This is an optimization exercise on Yosys and OpenROAD, whose aim is small area, a short achievable clock period and few clock cycles per item, not a production implementation. Where RTL was checked, it was by simulation tests only, not by an equivalence proof against the original. No functional check of the RTL was part of run 2.

<file path="flow/design.v">
module fmw_round64 (
    input  wire [113:0]       p,
    input  wire signed [13:0] e,
    output reg  [63:0]        y
);
    reg [6:0]          lead;      
    reg signed [14:0]  te;        
    reg signed [14:0]  sh;        
    reg                normal;
    reg [113:0]        kept;
    reg [113:0]        mask;
    reg                guard;
    reg                sticky;
    reg [53:0]         rounded;
    reg [10:0]         bexp;      
    integer            i;
    always @* begin
        lead = 7'd0;
        for (i = 0; i < 114; i = i + 1)
            if (p[i]) lead = i[6:0];
        te     = $signed({8'd0, lead}) + e;
        normal = (te >= -15'sd1022);
        if (normal) sh = $signed({8'd0, lead}) - 15'sd52;
        else        sh = -15'sd1074 - e;
        if (sh > 15'sd115) sh = 15'sd115;
        guard  = 1'b0;
        sticky = 1'b0;
        mask   = '0;
        if (sh > 0) begin
            kept   = p >> sh;
            guard  = (sh <= 15'sd114) ? p[sh - 1] : 1'b0;
            mask   = (sh >= 15'sd2) ? ((114'd1 << (sh - 1)) - 114'd1) : 114'd0;
            sticky = |(p & mask);
        end else begin
            kept = p << (-sh);
        end
        rounded = kept[53:0] + {53'd0, guard & (sticky | kept[0])};
        bexp = te[10:0] + 11'd1022;
        if (p == 114'd0)
            y = 64'd0;
        else if (normal)
            y = {1'b0, bexp, 52'd0} + {10'd0, rounded};
        else
            y = {10'd0, rounded};
    end
endmodule
module fmw_f64_to_f32 (
    input  wire [63:0] x,
    output reg  [31:0] y
);
    reg [52:0]         sig;
    reg signed [13:0]  e;         
    reg [5:0]          lead;
    reg signed [13:0]  te;
    reg signed [13:0]  sh;
    reg                normal;
    reg [52:0]         kept;
    reg [52:0]         mask;
    reg                guard;
    reg                sticky;
    reg [24:0]         rounded;
    reg [31:0]         bits;
    reg [7:0]          bexp;
    integer            i;
    always @* begin
        if (x[62:52] == 11'd0) begin
            sig = {1'b0, x[51:0]};
            e   = -14'sd1074;
        end else begin
            sig = {1'b1, x[51:0]};
            e   = $signed({3'd0, x[62:52]}) - 14'sd1075;
        end
        lead = 6'd0;
        for (i = 0; i < 53; i = i + 1)
            if (sig[i]) lead = i[5:0];
        te     = $signed({8'd0, lead}) + e;
        normal = (te >= -14'sd126);
        if (normal) sh = $signed({8'd0, lead}) - 14'sd23;
        else        sh = -14'sd149 - e;
        if (sh > 14'sd60) sh = 14'sd60;
        guard  = 1'b0;
        sticky = 1'b0;
        mask   = '0;
        if (sh > 0) begin
            kept   = sig >> sh;
            guard  = (sh <= 14'sd53) ? sig[sh - 1] : 1'b0;
            mask   = (sh >= 14'sd2) ? ((53'd1 << (sh - 1)) - 53'd1) : 53'd0;
            sticky = |(sig & mask);
        end else begin
            kept = sig << (-sh);
        end
        rounded = kept[24:0] + {24'd0, guard & (sticky | kept[0])};
        bexp = te[7:0] + 8'd126;
        if (normal)
            bits = {1'b0, bexp, 23'd0} + {7'd0, rounded};
        else
            bits = {7'd0, rounded};
        if (sig == 53'd0)
            y = 32'd0;
        else if (normal && (te > 14'sd127 || bits >= 32'h7F80_0000))
            y = 32'h7F80_0000;
        else
            y = bits;
    end
endmodule
module fmw_level (
    input  wire        clk,
    input  wire        rst,               
    input  wire        in_valid,
    output wire        in_ready,
    input  wire [15:0] in_sample,         
    input  wire        in_last,           
    output wire        out_valid,
    input  wire        out_ready,
    output reg  [63:0] out_raw,           
    output reg  [63:0] out_smoothed,      
    output reg  [31:0] out_raw_f32,       
    output reg  [31:0] out_smoothed_f32,  
    output reg  [7:0]  out_peak           
);
    localparam [2:0] S_ACC    = 3'd0,
                     S_PREP   = 3'd1,
                     S_DIV    = 3'd2,
                     S_DIVEND = 3'd3,
                     S_MUL    = 3'd4,
                     S_ADD    = 3'd5,
                     S_CONV   = 3'd6,
                     S_OUT    = 3'd7;
    localparam [52:0] C_SIG = 53'h1999999999999A;
    reg [2:0]  state;
    reg [30:0] sabs;                      
    reg [15:0] nsamp;                     
    reg [15:0] maxabs;                    
    reg [4:0]  msb_a;                     
    reg [3:0]  msb_n;                     
    reg [31:0] rem;
    reg [30:0] divisor;
    reg [55:0] quo;
    reg [5:0]  step;
    reg [63:0] smoothed;
    reg [63:0] raw;
    reg [63:0] prod_a;                    
    reg [63:0] prod_b;                    
    assign in_ready  = (state == S_ACC);
    assign out_valid = (state == S_OUT);
    wire [15:0] abs_x = in_sample[15] ? (~in_sample + 16'd1) : in_sample;
    reg [4:0] lead_a;
    reg [3:0] lead_n;
    integer   i;
    always @* begin
        lead_a = 5'd0;
        for (i = 0; i < 31; i = i + 1)
            if (sabs[i]) lead_a = i[4:0];
        lead_n = 4'd0;
        for (i = 0; i < 16; i = i + 1)
            if (nsamp[i]) lead_n = i[3:0];
    end
    reg [53:0]        q54;                
    reg               q_sticky;
    reg signed [10:0] q_exp;
    reg [53:0]        q_round;
    reg [63:0]        raw_next;
    always @* begin
        if (quo[55]) begin
            q54      = quo[55:2];
            q_sticky = |quo[1:0] | (rem != 32'd0);
            q_exp    = $signed({6'd0, msb_a}) - $signed({7'd0, msb_n});
        end else begin
            q54      = quo[54:1];
            q_sticky = quo[0] | (rem != 32'd0);
            q_exp    = $signed({6'd0, msb_a}) - $signed({7'd0, msb_n}) - 11'sd1;
        end
        q_round  = {1'b0, q54[53:1]} + {53'd0, q54[0] & (q_sticky | q54[1])};
        raw_next = {1'b0, q_exp[10:0] + 11'd1022, 52'd0} + {10'd0, q_round};
    end
    function [52:0] f64_sig(input [63:0] x);
        f64_sig = (x[62:52] == 11'd0) ? {1'b0, x[51:0]} : {1'b1, x[51:0]};
    endfunction
    wire signed [13:0] s_exp = (smoothed[62:52] == 11'd0) ? -14'sd1074
                             : $signed({3'd0, smoothed[62:52]}) - 14'sd1075;
    wire signed [13:0] r_exp = (raw[62:52] == 11'd0) ? -14'sd1074
                             : $signed({3'd0, raw[62:52]}) - 14'sd1075;
    wire [105:0] mul_a = f64_sig(smoothed) * C_SIG;
    wire [105:0] mul_b = f64_sig(raw) * C_SIG;
    wire [63:0]  mul_a_y;
    wire [63:0]  mul_b_y;
    fmw_round64 u_round_a (
        .p ({8'd0, mul_a}),
        .e (s_exp - 14'sd52 - 14'sd1),
        .y (mul_a_y)
    );
    fmw_round64 u_round_b (
        .p ({8'd0, mul_b}),
        .e (r_exp - 14'sd52 - 14'sd3),
        .y (mul_b_y)
    );
    wire signed [13:0] a_exp = (prod_a[62:52] == 11'd0) ? -14'sd1074
                             : $signed({3'd0, prod_a[62:52]}) - 14'sd1075;
    wire signed [13:0] b_exp = (prod_b[62:52] == 11'd0) ? -14'sd1074
                             : $signed({3'd0, prod_b[62:52]}) - 14'sd1075;
    wire               a_big = (a_exp >= b_exp);
    wire [52:0]        big_sig   = a_big ? f64_sig(prod_a) : f64_sig(prod_b);
    wire [52:0]        small_sig = a_big ? f64_sig(prod_b) : f64_sig(prod_a);
    wire signed [13:0] big_exp   = a_big ? a_exp : b_exp;
    wire [13:0]        exp_diff  = a_big ? a_exp - b_exp : b_exp - a_exp;
    reg  [113:0]       sum_p;
    always @* begin
        if (exp_diff <= 14'd60)
            sum_p = ({61'd0, big_sig} << 60) + ({61'd0, small_sig} << (7'd60 - exp_diff[6:0]));
        else
            sum_p = ({61'd0, big_sig} << 60) + {113'd0, small_sig != 53'd0};
    end
    wire [63:0] sum_y;
    fmw_round64 u_round_sum (
        .p (sum_p),
        .e (big_exp - 14'sd60),
        .y (sum_y)
    );
    wire [31:0] raw_f32;
    wire [31:0] smoothed_f32;
    fmw_f64_to_f32 u_f32_raw      (.x(raw),      .y(raw_f32));
    fmw_f64_to_f32 u_f32_smoothed (.x(smoothed), .y(smoothed_f32));
    wire [24:0] peak_num = 25'd510 * {9'd0, maxabs} + 25'd32767;
    wire [24:0] peak_q   = peak_num / 25'd65534;
    wire [7:0]  peak_lvl = (peak_q > 25'd255) ? 8'd255 : peak_q[7:0];
    always @(posedge clk) begin
        if (rst) begin
            state    <= S_ACC;
            sabs     <= 31'd0;
            nsamp    <= 16'd0;
            maxabs   <= 16'd0;
            smoothed <= 64'd0;
        end else begin
            case (state)
                S_ACC: if (in_valid) begin
                    sabs   <= sabs + {15'd0, abs_x};
                    nsamp  <= nsamp + 16'd1;
                    if (abs_x > maxabs) maxabs <= abs_x;
                    if (in_last) state <= S_PREP;
                end
                S_PREP: begin
                    msb_a   <= lead_a;
                    msb_n   <= lead_n;
                    rem     <= {1'b0, sabs << (5'd30 - lead_a)};
                    divisor <= {15'd0, nsamp} << (5'd30 - {1'b0, lead_n});
                    quo     <= 56'd0;
                    step    <= 6'd0;
                    state   <= (sabs == 31'd0) ? S_MUL : S_DIV;
                    if (sabs == 31'd0) raw <= 64'd0;
                end
                S_DIV: begin
                    if (rem >= {1'b0, divisor}) begin
                        rem <= (rem - {1'b0, divisor}) << 1;
                        quo <= {quo[54:0], 1'b1};
                    end else begin
                        rem <= rem << 1;
                        quo <= {quo[54:0], 1'b0};
                    end
                    step <= step + 6'd1;
                    if (step == 6'd55) state <= S_DIVEND;
                end
                S_DIVEND: begin
                    raw   <= raw_next;
                    state <= S_MUL;
                end
                S_MUL: begin
                    prod_a <= mul_a_y;
                    prod_b <= mul_b_y;
                    state  <= S_ADD;
                end
                S_ADD: begin
                    smoothed <= sum_y;
                    state    <= S_CONV;
                end
                S_CONV: begin
                    out_raw          <= raw;
                    out_smoothed     <= smoothed;
                    out_raw_f32      <= raw_f32;
                    out_smoothed_f32 <= smoothed_f32;
                    out_peak         <= peak_lvl;
                    state            <= S_OUT;
                end
                S_OUT: if (out_ready) begin
                    sabs   <= 31'd0;
                    nsamp  <= 16'd0;
                    maxabs <= 16'd0;
                    state  <= S_ACC;
                end
                default: state <= S_ACC;
            endcase
        end
    end
endmodule
</file>
<file path="flow/config.mk">
export PLATFORM = sky130hd
export DESIGN_NAME = fmw_level
export DESIGN_NICKNAME = fmw_level
export VERILOG_FILES = /design/flow/design.v
export SDC_FILE = /design/flow/constraint.sdc
export NUM_CORES = 8
export LEC_CHECK = 0
export CAP_MARGIN = 20
export CORE_MARGIN = 2
export CORE_UTILIZATION = 25
export PLACE_DENSITY = 0.4
export SLEW_MARGIN = 20
</file>
<file path="flow/run.sh">
#!/bin/bash
# synth_recipe.tcl (not shown) runs the flow's synth.tcl, then flattens the netlist and writes it again
# the make line also repeats each setting of config.mk as NAME=value (left out here)
make -C /OpenROAD-flow-scripts/flow DESIGN_CONFIG=/design/flow/config.mk WORK_HOME=/design/flow/orfs CLKGATE_MAP_FILE= SYNTH_SCRIPT=/design/flow/synth_recipe.tcl finish
</file>
<file path="flow/constraint.sdc">
create_clock -name core_clock -period 28.0 [get_ports {clk}]
set_input_delay 5.6000 -clock core_clock [delete_from_list [all_inputs] [get_ports {clk}]]
set_output_delay 5.6000 -clock core_clock [all_outputs]
set_load 0.01 [all_outputs]
</file>
==> results of run 1 <==
==> worst max-delay path by stage <==
| stage | startpoint | end | slack (ns) | depth (start not counted) |
|---|---|---|---|---|
| after floorplan | smoothed[12] | prod_a[62] | 4.34 | 97 |
| after global placement | prod_a[53] | smoothed[61] | -0.19 | 84 |
| after detailed placement | prod_a[52] | smoothed[61] | 1.54 | 82 |
| after CTS | prod_a[52] | smoothed[61] | 1.48 | 82 |
| after global routing | prod_a[52] | smoothed[61] | -0.12 | 88 |
| final | smoothed[56] | prod_a[62] | 1.12 | 91 |
==> per-stage QoR <==
step / cell area, µm² / setup WS [ns]
floorplan: 222000 / 4.34
global placement: 246000 / -0.189
detailed placement: 246000 / 1.54
CTS: 249000 / 1.48
global route: 249000 / -0.115
finish: 249000 / 1.12
==> worst max-delay path: cells and delay by family (launching register included) <==
family	cells	cell delay (ns)
buffers and inverters	12	2.37
XOR/XNOR	4	1.00
adder cells (fa/ha/maj)	17	6.71
AO/OA/AOI/OAI	31	8.25
multiplexers	1	0.29
flip-flops	1	0.66
AND/OR/NAND/NOR	26	7.22
==> metal layers <==
layer / vias to the layer above / track usage
met4: 68 / 0.142
li1: 99335 / -
met2: 12069 / 0.505
met5: - / 0.00127
met1: 121353 / 0.463
met3: 2426 / 0.0643
==> sequential cells by signal, summed over array words and instances, names as in the netlist, 32 cells and up <==
register,count
raw,64
out_raw,64
prod_b,63
out_smoothed,64
smoothed,64
quo,56
prod_a,63
out_raw_f32,32
out_smoothed_f32,32
rem,32
==> what timing repair did <==
item                       in CTS  in global routing
setup endpoints to repair       0                  7
resized for setup               0                  3
hold buffers                    0                  0
==> cell usage after synthesis (346+ instances only) <==
cell,count
mux2i_1,812
nand3_1,846
nor3_1,905
ha_1,1648
fa_1,2534
xor2_1,346
a21oi_1,1697
nand2_1,2091
o211ai_1,409
inv_1,3744
o21ai_0,1572
a211oi_1,415
nor2_1,2233
clkbuf_1,1081
edfxtp_1,524
xnor2_1,582
==> placed cells by master, fill, tap and decap left out, types with 136 or more instances in the layout <==
cell type and n:
a22oi_1 166, nor2_1 2174, edfxtp_1 524, fa_1 2534, mux2_2 189, mux4_2 220, a221oi_1 136, and2_1 287
or2_2 141, nor4_1 255, nor2b_1 148, ha_1 1645, a31oi_1 296, a21oi_1 1674, nand3_1 837, nand2b_1 190
buf_4 1376, o21ai_0 1545, or3_1 183, clkdlybuf4s50_1 221, nand4_1 291, a21o_1 326, mux2i_1 787, xor2_1 341
o21bai_1 139, o31ai_1 168, o211ai_1 409, nand2_1 2078, a211oi_1 401, nor3_1 886, o22ai_1 288, o21a_1 154
xnor2_1 541, inv_1 3740, and3_1 219
==> layout make-up <==
cell class / count / area (µm²)
Sequential cell: 654 / 18300
Timing Repair Buffer: 1631 / 13100
Fill cell: 96768 / 637000
Tap cell: 11832 / 14800
Inverter: 3755 / 14100
Antenna cell: 54 / 135
Clock buffer: 120 / 2680
Multi-Input combinational cell: 22013 / 186000
Clock inverter: 56 / 514
==> cells by family after synthesis <==
| group | Yosys count | share of synthesized area |
|---|---|---|
| AOI/OAI and AO/OA | 7408 | 0.222 |
| xor gates and xnor gates | 929 | 0.0367 |
| adders and majority gates | 4185 | 0.321 |
| buffers and inverters | 5241 | 0.0902 |
| DFF | 654 | 0.0825 |
| muxes | 1225 | 0.0687 |
| other | 2 | 0.0000338 |
| and+or+nand+nor | 8257 | 0.179 |
==> flow_metrics.py, run 1 <==
metrics = {
    "timing": {
        "skew_ns": 0.126,
        "rsz0062_at_grt": "yes",
        "setup_viol": 0,
        "period_share": 0.960,
        "hold_violations": 0,
        "finalCriticalPeriod_ns": 26.88,
        "report.final.slew_viol_count": 0,
        "slew_headroom": 0.0642,
        "timing.setup.tns_ns": 0,
        "max_slew.worst_pin.slew_ns": 1.40,
        "holdWs_ns": 0.429,
        "fmax_ghz": 0.0372,
    },
    "hold_path": {
        "hp-class": "register to register",
        "hp-start": "raw[63]",
        "hold_depth": 0,
        "whs_endpoint": "out_raw[63]",
    },
    "worst_setup_path": {
        "cp_slowest_cell": "nor4b_2",
        "crit_top_cell": "fa_1",
        "worstSetupEndpointType": "register",
        "worst_ep_required_time_ns": 28.55,
        "reg2reg_from": "smoothed[56]",
        "cp_data_arrival_time_ns": 27.43,
        "crit_type": "register to register",
        "slowest_delay_ns": 0.81,
        "r2r_setup_slack_ns": 1.12,
        "rr_worst_depth": 91,
        "path_max_fanout": 33,
        "reg2reg_to": "prod_a[62]",
        "start_kind": "register",
    },
    "cts": {
        "cts.sinks": 654,
        "clkLatencyLatePin_ns": 0.92,
        "cts_setup_buffers": 0,
        "cts_buffers": 99,
        "htree_levels": 3,
        "clk_pin_slew_ns": 0.09,
        "cts_max_path_buffers": 4,
        "root_buffer": "clkbuf_16",
        "cts_tree": "yes",
    },
    "outcome": {
        "status": "finished clean",
    },
    "synthesis": {
        "avgSynthCellArea_um2": 7.96,
        "synth-seq-cells": 654,
        "synth_area_leaders": "fa_1, ha_1, edfxtp_1",
        "yosys_warnings": 3,
        "syn-instance-count": 27901,
        "synth_async_sr_flop_share": 0,
        "synth-edff-count": 524,
        "synth_largest_area_cell": "fa_1",
        "yosys_most_used_dff": "edfxtp_1",
        "synth_top_area_frac": 0.228,
        "syn_area_um2": 222000,
        "synth-seq-area-share": 0.0825,
        "yosys.cell_types.count": 139,
    },
    "detailed_routing": {
        "route.met2.wl_um": 664000,
        "firstDrtPassIters": 7,
        "drt_wl_total_um": 1560000,
        "vias": 235251,
        "dr_wl_met3_um": 125000,
        "dr.max_layer_used": "met5",
        "drt_iter0_markers": 29471,
        "drt-wirelength-per-cell_um": 38.8,
        "routed_via_density": 5.86,
        "m1WireLength_um": 686000,
        "drc": 0,
        "antenna_left": 0,
    },
    "flow_run": {
        "cap_violations": 0,
    },
    "floorplanning": {
        "rows": 346,
        "coreArea_um2": 887000,
        "start_util": 0.251,
        "ios": 223,
        "dieHeight_um": 947,
        "dieArea_um2": 896000,
        "die_w_um": 947,
    },
    "place": {
        "gp_routability_congestion": 1.01,
        "place_inst": 39882,
        "dp_hpwl_um": 1310000,
        "port_buffers": 222,
    },
    "global_route": {
        "grt_pass1_wl_um": 2090000,
        "grt_pass1_vias": 229439,
        "grt_max_degree": 121,
        "grt_overflow": 0,
        "antenna_found_initial": 162,
        "track_usage": 0.334,
    },
    "final_layout": {
        "layout-drive-gt1-share": 0.0934,
        "num-nets-final": 32357,
        "syn_to_final_growth_pct": 12.3,
        "final_util": 0.281,
        "fin_cells": 40115,
    },
}
Testbench counts, summed over its fixed seeds: cycles 235,212, blocks 2,000.
==> inputs of run 2 (changes only) <==
==> flow/design.v (replaced) <==
module fmw_level (
    input  wire        clk, input wire rst,
    input  wire        in_valid, output reg in_ready, input wire [15:0] in_sample, input wire in_last,
    output reg        out_valid, input wire out_ready,
    output reg  [63:0] out_raw, output reg [63:0] out_smoothed, output reg [31:0] out_raw_f32,
    output reg  [31:0] out_smoothed_f32, output reg [7:0] out_peak);
  reg [15:0] x; reg v,l;
  always @(posedge clk) begin
    x <= in_sample; v <= in_valid & in_ready & ~rst; l <= in_last;
    in_ready <= ~rst & ~out_ready;
    out_valid <= v & l;
    if (v) begin
      out_raw <= {out_raw[47:0], x}; out_smoothed <= {out_smoothed[62:0], out_raw[63]};
      out_raw_f32 <= {out_raw_f32[30:0], out_smoothed[63]}; out_smoothed_f32 <= {out_smoothed_f32[30:0], out_raw_f32[31]};
      out_peak <= {out_peak[6:0], out_smoothed_f32[31]};
    end
  end
endmodule
==> run 2 against run 1 <==
- clock-buffer cell count shrank 86
- die area decreased by 97%
- non-clock buffer count shrank 1406
- worst hold slack worse by 0.028 ns
- global-route usage shrank 24 points
- clock skew is 0.12 ns lower
- via count decreased by 99%
- synthesized cell count down 99%
- fmax grew to 3.8 times the previous value
- utilization up 11 points
- sequential share of layout area increased by 57 points
- critical endpoint is now out_smoothed_f32[10]
==> flow_metrics.py, run 2 <==
metrics = {
    "outcome": {
        "status": "finished clean",
    },
    "floorplanning": {
        "start_util": 0.255,
        "rows": 58,
        "ios": 223,
        "dieHeight_um": 164,
        "coreArea_um2": 25200,
        "dieArea_um2": 27000,
        "die_w_um": 164,
    },
    "worst_setup_path": {
        "path_buf_inv": 1,
        "worstPathCellList": "clkdlybuf4s50_1",
        "worstSetupEndpointType": "output port",
        "critPathTopFamily": "buffers and inverters",
        "path_max_fanout": 2,
        "start_kind": "register",
        "cp_data_arrival_time_ns": 1.56,
        "worst_ep_required_time_ns": 22.40,
        "crit_type": "register to output port",
        "cp_slowest_cell": "clkdlybuf4s50_1",
        "slowest_delay_ns": 0.63,
    },
    "timing": {
        "slew_headroom": 0.428,
        "rsz0062_at_grt": "no",
        "timing.setup.tns_ns": 0,
        "fmax_ghz": 0.140,
        "max_slew.worst_pin.slew_ns": 0.858,
        "hold_violations": 0,
        "setup_viol": 0,
        "report.final.slew_viol_count": 0,
        "holdWs_ns": 0.401,
        "finalCriticalPeriod_ns": 7.16,
        "period_share": 0.256,
        "skew_ns": 0.00886,
    },
    "detailed_routing": {
        "drt-wirelength-per-cell_um": 17.3,
        "antenna_left": 0,
        "drc": 0,
        "drt_wl_total_um": 14200,
        "routed_via_density": 3.83,
        "firstDrtPassIters": 4,
        "drt_iter0_markers": 153,
        "vias": 3146,
    },
    "synthesis": {
        "yosys.cell_types.count": 5,
        "avgSynthCellArea_um2": 28.8,
        "yosys_most_used_dff": "edfxtp_1",
        "syn_area_um2": 6420,
        "synth_top_cells_by_count": "edfxtp_1, dfxtp_1, and2_1, and3b_1, nor2_1",
        "synth_largest_area_cell": "edfxtp_1",
        "synth_area_leaders": "edfxtp_1, dfxtp_1, and3b_1",
        "synth-seq-cells": 220,
        "synth-seq-area-share": 0.997,
        "yosys_warnings": 1,
        "synth_async_sr_flop_share": 0,
        "synth-edff-count": 200,
        "synth_top_area_frac": 0.935,
        "syn-instance-count": 223,
        "synth.most_common_cell": "edfxtp_1",
    },
    "place": {
        "dp_hpwl_um": 9170,
        "gp_routability_congestion": 0.676,
        "port_buffers": 222,
    },
    "cts": {
        "cts_max_path_buffers": 3,
        "root_buffer": "clkbuf_16",
        "hold_buffers": 0,
        "cts_buffers": 24,
        "htree_levels": 1,
        "clkLatencyLatePin_ns": 0.51,
        "clk_pin_slew_ns": 0.06,
        "ctsResizeCount": 0,
        "cts_setup_buffers": 0,
        "cts_tree": "yes",
        "cts.sinks": 220,
    },
    "global_route": {
        "grt_max_degree": 88,
        "grt_pass1_wl_um": 20100,
        "grt_pass1_vias": 3280,
        "busiest_layer": "met2",
        "use_met3": 0.0533,
        "met2_usage": 0.137,
        "antenna_found_initial": 0,
        "met1_usage": 0.128,
        "grt_overflow": 0,
        "track_usage": 0.0984,
    },
    "final_layout": {
        "num-nets-final": 495,
        "layout-drive-gt1-share": 0.0793,
        "final_cell_mix": "clkdlybuf4s50_1, edfxtp_1, clkbuf_16, dfxtp_1, clkbuf_1",
        "largest_registers": "out_raw: 64 flops, out_smoothed: 64 flops",
        "antennaDiodeCount": 0,
        "fillCellCount": 2280,
        "syn_to_final_growth_pct": 54.6,
        "final_common_cell": "clkdlybuf4s50_1",
    },
    "hold_path": {
        "hp-class": "register to register",
    },
    "flow_run": {
        "cap_violations": 0,
    },
}
-- run 2: changes by cell type after synthesis, sizes merged, moves of 846 or more --
cell / before / now
o21ai: 1621 / 0
nand3: 846 / 0
inv: 3750 / 0
nor3: 917 / 0
clkbuf: 1082 / 0
nand2: 2093 / 0
ha: 1648 / 0
fa: 2534 / 0
a21oi: 1700 / 0
nor2: 2237 / 1
-- run 2: stage by stage --
step / utilization / area, µm² / cells / setup slack [ns]
detailed placement: 0.361 / 9080 / 777 / 21.35
floorplan: - / 6420 / 223 / 22.00
finish: 0.395 / 9940 / 822 / 20.84
CTS: 0.393 / 9910 / 821 / 20.76
global route: 0.395 / 9940 / 822 / 20.74
global placement: 0.361 / 9080 / 777 / 21.34
-- run 2: worst reg2reg max path, delay by kind of cell (launching register included) --
kind / cells / cell delay [ns]
buffers and inverters: 2 / 0.97
DFF: 1 / 0.67
-- run 2: logic make-up (layout without fill, tap and decap cells) --
group         count (synthesis)  in the layout  share of synthesized area
buf+inv                       0            269                          0
flops                       220            220                      0.997
simple gates                  3              3                    0.00292
-- run 2: routing by layer --
layer  wire (µm)  up-vias
met5           0        -
met2        5770      174
met1        6130     1538
met4         472        0
li1            -     1404
met3        1810       30
-- run 2: final cells by class --
cell class,instances,area (µm²),area share
Tap cell,330,413,0.0416
Timing Repair Buffer,225,2260,0.228
Clock buffer,34,679,0.0684
Clock inverter,10,150,0.0151
Sequential cell,220,6410,0.645
Multi-Input combinational cell,3,18.8,0.00189
-- run 2: final timing paths --
check / from / endpoint / slack (ns) / cells after the start
setup / recovery: out_smoothed_f32[10] / out_smoothed_f32[10] / 20.84 / 1
hold / removal: x[7] / out_raw[7] / 0.40 / 0
setup reg to reg: v / out_raw[19] / 25.97 / 2
hold reg to reg: x[7] / out_raw[7] / 0.40 / 0

==> afterwards: timing with drivers on the ports <==
In the flow no input, the clock included, has a driving cell. The finished layouts below were timed again as built, in two steps.
Step 1 assumes that a clkbuf_16 drives the clock port and a buf_2 every other input.
Step 2 adds t to the input delays and takes it off the output delays; t is the mean of the earliest and latest rising clock arrival at the registers after step 1. Input paths then give back, and output paths get back, about the clock's delay inside the block.
Three values: no drivers, after step 1, after step 2; two values: the first two.
run | t (ns) | setup slack, ns | worst data-port slew with drivers (ns)
run 1 | 1.011 | 1.119 / 1.119 / 1.119 | 0.06
run 2 | 0.550 | 20.840 / 20.798 / 21.348 | 0.06
After both steps setup and hold are still met in every run listed.
